This design comes from an exercise in tuning for small area, a short achievable clock period and few clock cycles per item on the open sky130 flow, not from production work. Power and IR drop assume default switching activity.

==> inputs of raven <==
// hb_rx
module hb_rx (
    input  wire       clk,
    input  wire       rst,         
    input  wire       in_valid,
    output wire       in_ready,
    input  wire [7:0] in_data,
    output wire       ev_valid,
    input  wire       ev_ready,
    output wire [7:0] ev_data
);
    localparam integer PMAX = 242;
    localparam [2:0] P_SEARCH = 3'd0,    
                     P_LINK   = 3'd1,
                     P_LEN    = 3'd2,
                     P_METH   = 3'd3,    
                     P_PATH   = 3'd4,
                     P_SKIP   = 3'd5;    
    localparam [1:0] M_GET = 2'd0, M_POST = 2'd1, M_OTHER = 2'd2;
    localparam [7:0] CH_LF = 8'h0A, CH_CR = 8'h0D, CH_SP = 8'h20;
    reg  [7:0] xb;            
    reg        xv;
    reg  [7:0] sb;            
    reg        sv;
    wire       proc;          
    assign in_ready = !sv;
    wire take = in_valid && !sv;
    always @(posedge clk) begin
        if (rst) begin
            xv <= 1'b0;
            sv <= 1'b0;
        end else if (sv) begin
            if (proc) begin
                xb <= sb;
                sv <= 1'b0;
            end
        end else if (take) begin
            if (!xv || proc) begin
                xb <= in_data;
                xv <= 1'b1;
            end else begin
                sb <= in_data;
                sv <= 1'b1;
            end
        end else if (proc)
            xv <= 1'b0;
    end
    reg [2:0]  pstate;
    reg [8:0]  rx_len;        
    reg [2:0]  mpos;          
    reg [9:0]  link;
    reg [1:0]  link_n;
    reg [16:0] lenv;
    reg [2:0]  len_n;
    reg [2:0]  mi;            
    reg        g_ok, p_ok;
    reg [1:0]  method;
    reg        pend_v;        
    reg [7:0]  pend;
    reg [7:0]  plen;          
    reg [7:0]  pbuf [0:PMAX-1];
    reg        f_files;       
    reg        f_card;        
    reg        f_qm;          
    reg [3:0]  mk;            
    reg        f_mf;          
    reg [1:0]  js;            
    reg [7:0] marker_c, get_c, post_c, files_c, card_c, mf_c;
    always @(*) begin
        case (mpos)
            3'd0: marker_c = "+";
            3'd1: marker_c = "I";
            3'd2: marker_c = "P";
            3'd3: marker_c = "D";
            default: marker_c = ",";
        endcase
        case (mi)
            3'd0: get_c = "G";
            3'd1: get_c = "E";
            3'd2: get_c = "T";
  ...
clock: 10.0 ns
lec_check: 0
abc_clock_period_in_ps: 3000
cap_margin: 20
core_margin: 2
core_utilization: 40
setup_slack_margin: 5
slew_margin: 20
run.sh (not shown) runs the stock make flow with config.mk's settings and CLKGATE_MAP_FILE= SYNTH_SCRIPT=/design/flow/synth_recipe.tcl, a recipe that flattens the netlist after the stock synthesis.
==> inputs of ember, as changes to raven <==
- ABC_CLOCK_PERIOD_IN_PS: 3000 -> not set
- CTS_BUF_LIST: not set -> sky130_fd_sc_hd__clkbuf_8
- CTS_CLUSTER_SIZE: not set -> 30
- SETUP_SLACK_MARGIN: 5 -> not set
==> inputs of amber, as changes to raven <==
- ABC_CLOCK_PERIOD_IN_PS: 3000 -> not set
- SETUP_SLACK_MARGIN: 5 -> not set
==> results.txt <==
In combinational power, raven and amber hardly differ. In sequential power, amber and raven hardly differ. In raven the total power is larger than in amber, by 1.7%. Wire length: raven > ember > amber. Non-clock buffer count, highest first: ember, amber, raven. In die area, raven and ember do not differ. Via count is about the same in amber and raven.
No functional check of the RTL was part of any run of this note.

---

==> inputs of try-garnet <==
hb_rx, a different RTL version from the one above (not shown whole).
export LEC_CHECK = 0
export CAP_MARGIN = 20
export CORE_MARGIN = 2
export CORE_UTILIZATION = 40
export SLEW_MARGIN = 20
create_clock -name core_clock -period 10.0 [get_ports {clk}]
standard.sh (not shown) runs the stock make flow with config.mk's settings and CLKGATE_MAP_FILE= SYNTH_SCRIPT=/design/flow/synth_recipe.tcl, a recipe that flattens the netlist after the stock synthesis.
==> flow/flow/run.sh <==
#!/bin/bash
set -euo pipefail
cd "$(dirname "$0")/.."
bash standard.sh finish SETUP_SLACK_MARGIN=6.6 TNS_END_PERCENT=10 > flow_make.log 2>&1
==> try-pepper (differences from try-garnet) <==
--- a/flow/design.v
+++ b/flow/design.v
@@ -188,24 +188,24 @@
     reg [7:0]  e_lasti;       
     reg [7:0]  rq [0:3];      
     reg [1:0]  rg;            
     reg [15:0] rlo;           
     reg [3:0]  rmid;          
     reg [1:0]  rhi;           
+    wire [8:0] wnext = {1'b0, plen} + {8'd0, pend_v};
     reg  hazard;
     always @(posedge clk)
-        hazard <= ev_v && !e_drop && (plen < e_plen) && ({1'b0, plen} + 9'd9 >= {1'b0, ecnt});
+        hazard <= ev_v && !e_drop && (wnext < {1'b0, e_plen}) && (wnext + 9'd9 >= {1'b0, ecnt});
     wire hold_hdr = ev_v && !e_drop &&
                     ((pstate == P_LINK && ecnt == 8'd0) ||
                      ((pstate == P_LEN || pstate == P_METH) && ecnt <= 8'd5));
     wire stall = (ev_new && ev_v) || ((pstate == P_PATH) && hazard) || hold_hdr;
     assign proc = xv && !stall;
     wire launch = proc && ev_new;
     reg  [15:0] wlo, whi;
-    wire        wen = xv && pstate == P_PATH && pend_v && !hazard;
-    wire [15:0] wsel_hi = whi & {16{wen}};
+    wire [15:0] wsel_hi = whi & {16{pend_v}};
     integer w;
     always @(posedge clk) begin
         for (w = 0; w < PMAX; w = w + 1)
             if (wsel_hi[w / 16] && wlo[w % 16])
                 pbuf[w] <= pend;
     end
==> flow/run.sh (new file) <==
#!/bin/bash
# synth_recipe.tcl (not shown) runs the flow's synth.tcl, then flattens the netlist and writes it again
# the make line also repeats each setting of config.mk as NAME=value (left out here)
make -C /OpenROAD-flow-scripts/flow DESIGN_CONFIG=/design/flow/config.mk WORK_HOME=/design/flow/orfs CLKGATE_MAP_FILE= SYNTH_SCRIPT=/design/flow/synth_recipe.tcl finish
removed: flow/flow/run.sh
removed: flow/standard.sh
==> try-indigo (differences from try-garnet) <==
--- a/flow/design.v
+++ b/flow/design.v
@@ -72,12 +72,13 @@
     reg [2:0]  mi;            
     reg        g_ok, p_ok;
     reg [1:0]  method;        
     reg        pend_v;        
     reg [7:0]  pend;
     reg [7:0]  plen;          
+    reg [7:0]  plen1;         
     reg [7:0]  pbuf [0:PMAX-1];
     reg        f_files;       
     reg        f_card;        
     reg        f_qm;          
     reg [3:0]  mk;            
     reg        f_mf;          
@@ -149,13 +150,13 @@
     wire       mk_hit  = (pend == mf_c);
     wire [3:0] c_mk    = f_mf ? mk : (mk_hit ? mk + 4'd1 : ((pend == "a") ? 4'd1 : 4'd0));
     wire       c_mf    = f_mf || (mk_hit && mk == 4'd13);
     wire [1:0] c_js    = (pend == ".") ? 2'd1 :
                          (js == 2'd1 && pend == "j") ? 2'd2 :
                          (js == 2'd2 && pend == "s") ? 2'd3 : 2'd0;
-    wire [7:0] c_plen  = plen + 8'd1;
+    wire [7:0] c_plen  = plen1;
     wire       fin_add   = (pstate == P_PATH) && pend_v && (pend != CH_CR);
     wire [7:0] fin_plen  = fin_add ? c_plen : plen;
     wire       r_fi = fin_add ? c_files : f_files;
     wire       r_ca = fin_add ? c_card  : f_card;
     wire       r_qm = fin_add ? c_qm    : f_qm;
     wire       r_mf = fin_add ? c_mf    : f_mf;
@@ -165,12 +166,29 @@
         (r_fi && fin_plen == 8'd6)                  ? 3'd1 :    
         (r_js == 2'd3)                              ? 3'd2 :    
         r_mf                                        ? 3'd3 :    
         ((r_fi && fin_plen == 8'd1) || r_qm)        ? 3'd4 :    
         (r_ca && fin_plen == 8'd9)                  ? 3'd5 :    
                                                       3'd0;     
+    wire [16:0] la = {lenv[13:0], 3'b000};
+    wire [16:0] lb = {lenv[15:0], 1'b0};
+    wire [16:0] lc = {13'd0, dval};
+    wire [16:0] ls = la ^ lb ^ lc;
+    wire [16:0] lk = {(la[15:0] & lb[15:0]) | (la[15:0] & lc[15:0]) | (lb[15:0] & lc[15:0]), 1'b0};
+    wire [16:0] kg0 = ls & lk;
+    wire [16:0] kp0 = ls ^ lk;
+    wire [16:0] kg1 = kg0 | (kp0 & {kg0[15:0], 1'b0});
+    wire [16:0] kp1 = kp0 & {kp0[15:0], 1'b0};
+    wire [16:0] kg2 = kg1 | (kp1 & {kg1[14:0], 2'b0});
+    wire [16:0] kp2 = kp1 & {kp1[14:0], 2'b0};
+    wire [16:0] kg3 = kg2 | (kp2 & {kg2[12:0], 4'b0});
+    wire [16:0] kp3 = kp2 & {kp2[12:0], 4'b0};
+    wire [16:0] kg4 = kg3 | (kp3 & {kg3[8:0], 8'b0});
+    wire [16:0] kp4 = kp3 & {kp3[8:0], 8'b0};
+    wire [16:0] kg5 = kg4 | (kp4 & {kg4[0], 16'b0});
+    wire [16:0] len_x10 = kp0 ^ {kg5[15:0], 1'b0};
     wire ovf = rx_len[8];      
     wire link_dig = k_dig && link_n != 2'd3;
     wire link_end = k_comma && link_n != 2'd0 && link[9:8] == 2'd0;
     wire len_dig  = k_dig && len_n != 3'd5;
     wire len_end  = k_colon && len_n != 3'd0;
     wire ev_mal = (pstate == P_LINK && !link_dig && !link_end) ||
@@ -188,24 +206,24 @@
     reg [7:0]  e_lasti;       
     reg [7:0]  rq [0:3];      
     reg [1:0]  rg;            
     reg [15:0] rlo;           
     reg [3:0]  rmid;          
     reg [1:0]  rhi;           
+    wire [8:0] wnext = {1'b0, pend_v ? plen1 : plen};
     reg  hazard;
     always @(posedge clk)
-        hazard <= ev_v && !e_drop && (plen < e_plen) && ({1'b0, plen} + 9'd9 >= {1'b0, ecnt});
+        hazard <= ev_v && !e_drop && (wnext < {1'b0, e_plen}) && (wnext + 9'd9 >= {1'b0, ecnt});
     wire hold_hdr = ev_v && !e_drop &&
                     ((pstate == P_LINK && ecnt == 8'd0) ||
                      ((pstate == P_LEN || pstate == P_METH) && ecnt <= 8'd5));
     wire stall = (ev_new && ev_v) || ((pstate == P_PATH) && hazard) || hold_hdr;
     assign proc = xv && !stall;
     wire launch = proc && ev_new;
     reg  [15:0] wlo, whi;
-    wire        wen = xv && pstate == P_PATH && pend_v && !hazard;
-    wire [15:0] wsel_hi = whi & {16{wen}};
+    wire [15:0] wsel_hi = whi & {16{pend_v}};
     integer w;
     always @(posedge clk) begin
         for (w = 0; w < PMAX; w = w + 1)
             if (wsel_hi[w / 16] && wlo[w % 16])
                 pbuf[w] <= pend;
     end
@@ -245,23 +263,23 @@
                             rx_len <= 9'd0;
                             pstate <= P_SEARCH;
                         end
                     end
                     P_LEN: begin
                         if (len_dig) begin
-                            lenv  <= (len_n == 3'd0) ? {13'd0, dval}
-                                                     : lenv * 17'd10 + {13'd0, dval};
+                            lenv  <= (len_n == 3'd0) ? {13'd0, dval} : len_x10;
                             len_n <= len_n + 3'd1;
                         end else if (len_end) begin
                             pstate  <= P_METH;
                             mi      <= 3'd0;
                             g_ok    <= 1'b1;
                             p_ok    <= 1'b1;
                             method  <= M_OTHER;
                             pend_v  <= 1'b0;
                             plen    <= 8'd0;
+                            plen1   <= 8'd1;
                             wlo     <= 16'd1;
                             whi     <= 16'd1;
                             js      <= 2'd0;
                             f_files <= 1'b1;
                             f_card  <= 1'b1;
                             f_qm    <= 1'b0;
@@ -294,12 +312,13 @@
                         if (k_lf) begin
                             rx_len <= 9'd0;
                             pstate <= P_SEARCH;
                         end else begin
                             if (pend_v) begin
                                 plen    <= c_plen;
+                                plen1   <= plen1 + 8'd1;
                                 wlo     <= {wlo[14:0], wlo[15]};
                                 if (wlo[15])
                                     whi <= {whi[14:0], whi[15]};
                                 f_files <= c_files;
                                 f_card  <= c_card;
                                 f_qm    <= c_qm;
@@ -378,17 +397,21 @@
             ev_b     <= ev_drp ? 8'h83 : 8'h82;
             ecnt     <= 8'd0;
             e_drop   <= ev_drp;
             e_reason <= ovf;
             e_route  <= fin_route;
             e_plen   <= fin_plen;
-            e_lasti  <= ev_drp ? 8'd1 : fin_plen + 8'd9;
+            e_lasti  <= 8'd255;
             rlo      <= 16'h0100;
             rmid     <= 4'b1000;
             rhi      <= 2'd3;
-        end else if (ev_ready) begin
+        end else begin
+            if (ecnt == 8'd0)
+                e_lasti <= e_drop ? 8'd1 : e_plen + 8'd9;
+        end
+        if (ev_v && ev_ready) begin
             ecnt <= ecnt + 8'd1;
             ev_b <= e_byte;
             for (g = 0; g < 4; g = g + 1)
                 rq[g] <= rsel[g];
             rg   <= rhi;
             rlo  <= {rlo[14:0], rlo[15]};
==> results.txt <==
try-garnet finished clean. try-indigo ran to the end with no violations. try-pepper finished clean. Of try-indigo and try-garnet, try-garnet has the higher via count (gap 3.0%, measured against try-garnet). The highest clock skew belongs to try-indigo, the lowest to try-garnet. First-iteration DRC count: try-pepper < try-indigo < try-garnet. Sequential power is about the same in try-garnet and try-pepper. Final cell count, highest first: try-pepper, try-garnet, try-indigo. Die area: try-indigo > try-pepper > try-garnet. Between try-pepper and try-indigo, the lower worst setup slack is in try-pepper (gap 0.71 ns). Against try-indigo, the clock power of try-garnet is smaller by 3.1%. Clock-buffer cell count: try-indigo is lower than try-garnet (3). Between try-garnet and try-pepper, the lower sequential share of layout area is in try-garnet (gap 0.35 points). Global-route usage: try-pepper < try-indigo < try-garnet.
==> figures <==
metric	try-garnet	try-indigo	try-pepper
Antenna violations before repair	32	21	9
Register clock-pin slew on the reported worst setup and hold paths	0.07 ns	0.06 ns	0.07 ns
Highest cell delay on the worst timing path	0.72 ns	0.71 ns	0.85 ns
Relative contribution of the clock network to total power	44.0%	44.0%	44.5%
Signal buffers	161	137	130
Fraction of cell area in non-clock buffers	1.54%	1.23%	1.19%
Result of the run	no timing/DRC/antenna violations	no timing/DRC/antenna violations	no timing/DRC/antenna violations
Area delta synth->final	13.0%	12.5%	12.1%
Net total in the final layout	5090	5054	5102
Setup crit end	rq[1][6]	rq[1][1]	ev_valid
Drt first-iter violations	11200	9952	9697
Area of the placeable core	210000 um2	210000 um2	210000 um2
GR Layer Usage met3	9.74%	7.99%	8.55%
Layout fillers	17800	17900	18000
Worst R2R End	rq[1][6]	rq[1][1]	lenv[16]
Height of the chip	463 um	464 um	464 um
Inverters, non-clock	72	76	85
Via count of the first global-routing pass	50200	49400	49500
Worst reg-to-reg setup slack	6.31 ns	6.34 ns	6.04 ns
Mapped Nets	5078	5053	5120
Initial Util	40.3%	40.3%	40.3%
GR met1 Demand/Resource	38.0%	36.5%	36.2%
Area of the multi-input gates	18200 um2	17900 um2	17900 um2
Function was not checked in any run of this note: the RTL went through the layout flow alone.

## what the ideal ports hide
No port has a modelled driver above. Below, the same layouts with a new extraction and two added sets of constraints.
Step 1: set_driving_cell puts a clkbuf_16 on clk and a buf_2 on each other input, an assumption about the parent block.
Step 2 moves the port delays by t, midway between the first and last clock arrival at a register: inputs arrive t later, outputs are due t later. That takes back most of the time a late clock gives input paths.
Slacks: no drivers / after step 1 / after step 2; pairs: no drivers / after step 1.
| run | t (ns) | setup WS [ns] | clock arrival spread, ns |
|---|---|---|---|
| raven | 0.944 | 5.292 / 5.292 / 5.292 | 0.094 / 0.094 |
| ember | 1.149 | 5.472 / 5.472 / 5.472 | 0.141 / 0.141 |
| amber | 0.938 | 5.482 / 5.482 / 5.482 | 0.100 / 0.100 |
| try-garnet | 0.930 | 6.308 / 6.308 / 5.694 | 0.085 / 0.086 |
| try-pepper | 0.925 | 5.633 / 5.550 / 5.032 | 0.083 / 0.083 |
| try-indigo | 0.928 | 6.341 / 6.341 / 5.722 | 0.127 / 0.127 |
After both steps every run listed still meets setup and hold. The setup slack of try-indigo, which loses most, moves by 0.000 ns with the drivers and by -0.619 ns with both steps.
